From an optimization exercise on the open Yosys and OpenROAD flow, aimed at small area, a short achievable clock period and few clock cycles; shortcuts taken in it are not production practice.
At most, simulation tests tie the RTL to the original design; equivalence was not proved.
Power figures rest on the tool's default switching activity, not on a simulated workload.

rev 12:
// barker_xcorr
module barker_xcorr (
    input  wire               clk,
    input  wire               rst,           
    input  wire [3:0]         cfg_hdr,       
    input  wire [1:0]         cfg_mod,       
    input  wire [17:0]        cfg_trig,      
    input  wire [15:0]        cfg_hitcap,    
    input  wire               in_valid,
    output reg                in_ready,
    input  wire               in_last,
    input  wire signed [7:0]  in_re,
    input  wire signed [7:0]  in_im,
    output reg                hr_valid,
    output wire [16:0]        hr_idx,
    output reg  signed [17:0] hr_val,
    output reg                hi_valid,
    output wire [16:0]        hi_idx,
    output reg  signed [17:0] hi_val,
    output reg                done,
    output wire [15:0]        nhr,
    output wire [15:0]        nhi,
    output wire               hitovf,
    output reg                desync
);
For scale: about 1700 cells after synthesis, about 170 I/O pins, ~20000 sq um of cells after synthesis.
export LEC_CHECK = 0
export CAP_MARGIN = 20
export CORE_MARGIN = 2
export CORE_UTILIZATION = 60
export SLEW_MARGIN = 20
export SYNTH_HIERARCHICAL = 1
create_clock -name core_clock -period 22.0 [get_ports {clk}]
standard.sh (not shown) runs the stock make flow with config.mk's settings and CLKGATE_MAP_FILE= SYNTH_SCRIPT=/design/flow/synth_recipe.tcl, a recipe that flattens the netlist after the stock synthesis.
==> flow/flow/run.sh <==
#!/bin/bash
# Standard ORFS layout (standard synthesis) with: port buffers of buf_2;
# a clock tree of larger clusters without dummy loads; repair_timing aiming
# for extra setup slack so that the achieved period is short.
set -euo pipefail
bash standard.sh SETUP_SLACK_MARGIN=16.5 'BUFFER_PORTS_ARGS=-buffer_cell sky130_fd_sc_hd__buf_2' \
  'CTS_ARGS=-sink_clustering_enable -repair_clock_nets -sink_clustering_size 30 -sink_clustering_max_diameter 300 -sink_clustering_levels 2 -buf_list sky130_fd_sc_hd__clkbuf_16 -sink_buffer_max_cap_derate 1.0 -dont_use_dummy_load' \
  finish > standard_flow.log 2>&1
[inputs] rev 13 vs rev 12
--- a/flow/design.v
+++ b/flow/design.v
@@ -19,35 +19,33 @@
     output reg                done,
     output wire [15:0]        nhr,
     output wire [15:0]        nhi,
     output wire               hitovf,
     output reg                desync
 );
     integer k;
     genvar  g;
     reg        is13, is11, h3;
     reg        mod0, mod2;
-    reg [15:0] trig_m1;        
-    reg        trig_big;       
-    reg        trig_zero;      
+    reg [15:0] trig_q;         
+    reg        trig_big;
     reg        capnz;          
     reg [3:0]  z_last;         
     always @(posedge clk) begin
         is13   <= cfg_hdr[3] & cfg_hdr[2];
         is11   <= !cfg_hdr[2];
         h3     <= cfg_hdr[3];
         z_last <= {cfg_hdr[3], !cfg_hdr[3], cfg_hdr[3] & cfg_hdr[2], 1'b1};    
         mod0   <= (cfg_mod == 2'd0);
         mod2   <= cfg_mod[1];
-        trig_m1   <= cfg_trig[15:0] - 16'd1;
-        trig_big  <= |cfg_trig[17:16];
-        trig_zero <= ~|cfg_trig;
+        trig_q   <= cfg_trig[15:0];
+        trig_big <= |cfg_trig[17:16];
         capnz  <= |cfg_hitcap;
     end
     reg [7:0] rre [0:12];
     reg [7:0] rim [0:12];
     reg        inframe;    
     reg        tail;       
     reg [3:0]  z;          
     reg [3:0]  r;          
     wire accept = in_valid & in_ready;
     wire [7:0] w0_re = accept ? in_re : (inframe ? rre[12] : 8'd0);
@@ -785,44 +783,44 @@
     assign cim_162 = cim_88 ^ cim_145;
     assign cim_163 = cim_90 ^ cim_129;
     assign cim_164 = cim_92 ^ cim_147;
     assign cim_165 = cim_94 ^ cim_135;
     assign cim_166 = cim_96 ^ cim_149;
     assign cim_167 = cim_98 ^ cim_127;
     assign c_im = {cim_167, cim_166, cim_165, cim_164, cim_163, cim_162, cim_161, cim_160, cim_159, cim_158, cim_157, cim_156, cim_155, cim_154, cim_153, cim_68, cim_34};
     function hit;
         input [15:0] c;
         input sgn;
-        input [15:0] tm;
+        input [15:0] t;
         reg [16:0] d;
         begin
-            d = {1'b0, c ^ {16{sgn}}} + {1'b0, ~tm} + {16'd0, sgn};
+            d = {1'b0, c ^ {16{sgn}}} + {1'b0, ~t} + {16'd0, sgn} + 17'd1;
             hit = d[16];
         end
     endfunction
     reg [16:0] cq_re, cq_im;
     reg        v3, fin3, first3;
     always @(posedge clk) begin
         cq_re <= c_re;
         cq_im <= c_im;
         if (rst) begin
             v3     <= 1'b0;
             fin3   <= 1'b0;
             first3 <= 1'b0;
         end else begin
             v3     <= v2;
             fin3   <= v2 & fin2;
             first3 <= first2;
         end
     end
-    wire trig_re = !trig_big & (trig_zero | hit(cq_re[15:0], cq_re[16], trig_m1));
-    wire trig_im = !trig_big & (trig_zero | hit(cq_im[15:0], cq_im[16], trig_m1));
+    wire trig_re = !trig_big & hit(cq_re[15:0], cq_re[16], trig_q);
+    wire trig_im = !trig_big & hit(cq_im[15:0], cq_im[16], trig_q);
     reg  [15:0] cnt_r, cnt_i;
     reg         room_r, room_i;    
     reg         ovf;
     reg  [16:0] idx;
     wire        clr    = v3 & first3;
     wire [15:0] base_r = clr ? 16'd0 : cnt_r;
     wire [15:0] base_i = clr ? 16'd0 : cnt_i;
     wire [15:0] inc_r, inc_i;
     wire [16:0] inc_x;
     wire [16:0] cr_r, cr_i, cr_x;      
Notes after the runs:
[compare] base=rev 12 new=rev 13: max-slew headroom at the worst pin went down by 11 points, cell count was more or less identical, sequential group share of total power went down by 1.1 points, global routing usage on met3 went down by 0.16 points.
Status: synthesized cell count parity (rev 13, rev 12)
Compared with rev 12, net count of the finished layout in rev 13 increased slightly.
Against rev 12, area occupied by multi-input gates in rev 13 rose slightly.
Wire length the detailed router placed on met1 shrinks slightly when moving from rev 12 to rev 13.
Via count in rev 13 vs rev 12: up 0.30%
No functional check of the RTL was part of any run of this note.

* * *

before:
barker_xcorr, a different RTL version from the one above (not shown whole).
Size: about 400 flip-flops.
clock: 22.0 ns
lec_check: 0
cap_margin: 20
core_margin: 2
core_utilization: 60
slew_margin: 20
synth_hierarchical: 1
Scripts as last shown in full above: flow/flow/run.sh
before: full flow OK, the timing, DRC and antenna checks passed
Changes in after relative to before:
--- a/flow/design.v
+++ b/flow/design.v
@@ -17,39 +17,37 @@
     output wire [16:0]        hi_idx,
     output reg  signed [17:0] hi_val,
     output reg                done,
     output wire [15:0]        nhr,
     output wire [15:0]        nhi,
     output wire               hitovf,
     output reg                desync
 );
     integer k;
     genvar  g;
     reg        is13, is11, h3;
     reg        mod0, mod2;
-    reg [15:0] trig_m1;        
-    reg        trig_big;       
-    reg        trig_zero;      
+    reg [15:0] trig_q;         
+    reg        trig_big;
     reg        capnz;          
     reg [3:0]  z_last;         
     always @(posedge clk) begin
         is13   <= cfg_hdr[3] & cfg_hdr[2];
         is11   <= !cfg_hdr[2];
         h3     <= cfg_hdr[3];
         z_last <= {cfg_hdr[3], !cfg_hdr[3], cfg_hdr[3] & cfg_hdr[2], 1'b1};    
         mod0   <= (cfg_mod == 2'd0);
         mod2   <= cfg_mod[1];
-        trig_m1   <= cfg_trig[15:0] - 16'd1;
-        trig_big  <= |cfg_trig[17:16];
-        trig_zero <= ~|cfg_trig;
+        trig_q   <= cfg_trig[15:0];
+        trig_big <= |cfg_trig[17:16];
         capnz  <= |cfg_hitcap;
     end
     reg [7:0] rre [0:12];
     reg [7:0] rim [0:12];
     reg        inframe;    
     reg        tail;       
     reg [3:0]  z;          
     reg [3:0]  r;          
     wire accept = in_valid & in_ready;
     wire [7:0] w0_re = accept ? in_re : (inframe ? rre[12] : 8'd0);
     wire [7:0] w0_im = accept ? in_im : (inframe ? rim[12] : 8'd0);
     always @(posedge clk) begin
@@ -813,48 +811,48 @@
     assign cim_175 = cim_99 ^ cim_158;
     assign cim_176 = cim_101 ^ cim_148;
     assign cim_177 = cim_103 ^ cim_160;
     assign cim_178 = cim_105 ^ cim_144;
     assign cim_179 = cim_107 ^ cim_162;
     assign cim_180 = cim_109 ^ cim_150;
     assign cim_181 = cim_111 ^ cim_164;
     assign cim_182 = cim_113 ^ cim_142;
     assign c_im = {cim_182, cim_181, cim_180, cim_179, cim_178, cim_177, cim_176, cim_175, cim_174, cim_173, cim_172, cim_171, cim_170, cim_169, cim_168, cim_83, cim_49};
     function hit;
         input [15:0] c;
         input sgn;
-        input [15:0] tm;
+        input [15:0] t;
         reg [16:0] d;
         begin
-            d = {1'b0, c ^ {16{sgn}}} + {1'b0, ~tm} + {16'd0, sgn};
+            d = {1'b0, c ^ {16{sgn}}} + {1'b0, ~t} + {16'd0, sgn} + 17'd1;
             hit = d[16];
         end
     endfunction
     reg [16:0] cq_re, cq_im;
     reg        v3, fin3, first3;
     always @(posedge clk) begin
         cq_re <= c_re;
         cq_im <= c_im;
         if (rst) begin
             v3     <= 1'b0;
             fin3   <= 1'b0;
             first3 <= 1'b0;
         end else begin
             v3     <= v2;
             fin3   <= v2 & fin2;
             first3 <= first2;
         end
     end
-    wire trig_re = !trig_big & (trig_zero | hit(cq_re[15:0], cq_re[16], trig_m1));
-    wire trig_im = !trig_big & (trig_zero | hit(cq_im[15:0], cq_im[16], trig_m1));
+    wire trig_re = !trig_big & hit(cq_re[15:0], cq_re[16], trig_q);
+    wire trig_im = !trig_big & hit(cq_im[15:0], cq_im[16], trig_q);
     reg  [15:0] cnt_r, cnt_i;
     reg         room_r, room_i;    
     reg         ovf;
     reg  [16:0] idx;
     wire        clr    = v3 & first3;
     wire [15:0] base_r = clr ? 16'd0 : cnt_r;
     wire [15:0] base_i = clr ? 16'd0 : cnt_i;
     wire [15:0] inc_r, inc_i;
     wire [16:0] inc_x;
     wire [16:0] cr_r, cr_i, cr_x;      
     assign inc_r[0] = !base_r[0];
     assign inc_i[0] = !base_i[0];
### Flow results
- For largest stage delay on the critical path, after and before come out practically identical.
- after: all stages complete, timing, DRC and antenna checks passed
- Critical path endpoint: hr_idx[16] -> after, nhi[4] -> before
- Between after and before, the clock power does not differ in any meaningful way.
- Going from before to after, the fraction of met2 tracks used by global routing was found to have gone up by 0.83 points.
- before → after: register cell area after layout lower; global-route wire length before repair level.
- The run with more setup slack is after; before has less.
- Compared before against after; total global routing track utilization within noise.
- Maximum fanout along the worst path for after is higher than for before.
- Changes observed in after relative to before: simple-gate share of the synthesized area fell by 0.69 points; final cell area excluding filler cells flat; synthesized instance count shows no meaningful change.
Testbench counts of after, summed over its fixed seeds: cycles 21,174.
No functional check of the RTL was part of before.

[afterwards: timing with drivers on the ports]
No port has a modelled driver above. Below, the same layouts with a new extraction and two added sets of constraints.
Step 1, drivers: a clkbuf_16 drives clk and a buf_2 each remaining input, both assumed.
Step 2 times the ports against the registers' clock, not the clock port: input delays grow and output delays shrink by t, the midpoint of the rising clock arrivals with the driver on.
Slacks: ideal ports / drivers / drivers and shift; pairs: ideal ports / drivers.
run | t (ns) | setup WS [ns] | worst setup path at the end
rev 12 | 0.571 | 16.391 / 16.413 / 15.842 | input to register
rev 13 | 0.568 | 16.565 / 16.515 / 16.160 | input to register
before | 0.562 | 16.551 / 16.496 / 16.107 | input to register
after | 0.571 | 16.569 / 16.512 / 16.245 | input to register
After both steps every run listed still meets setup and hold. For rev 12, which loses most, drivers alone change the setup slack by +0.022 ns; drivers and shift together by -0.549 ns.
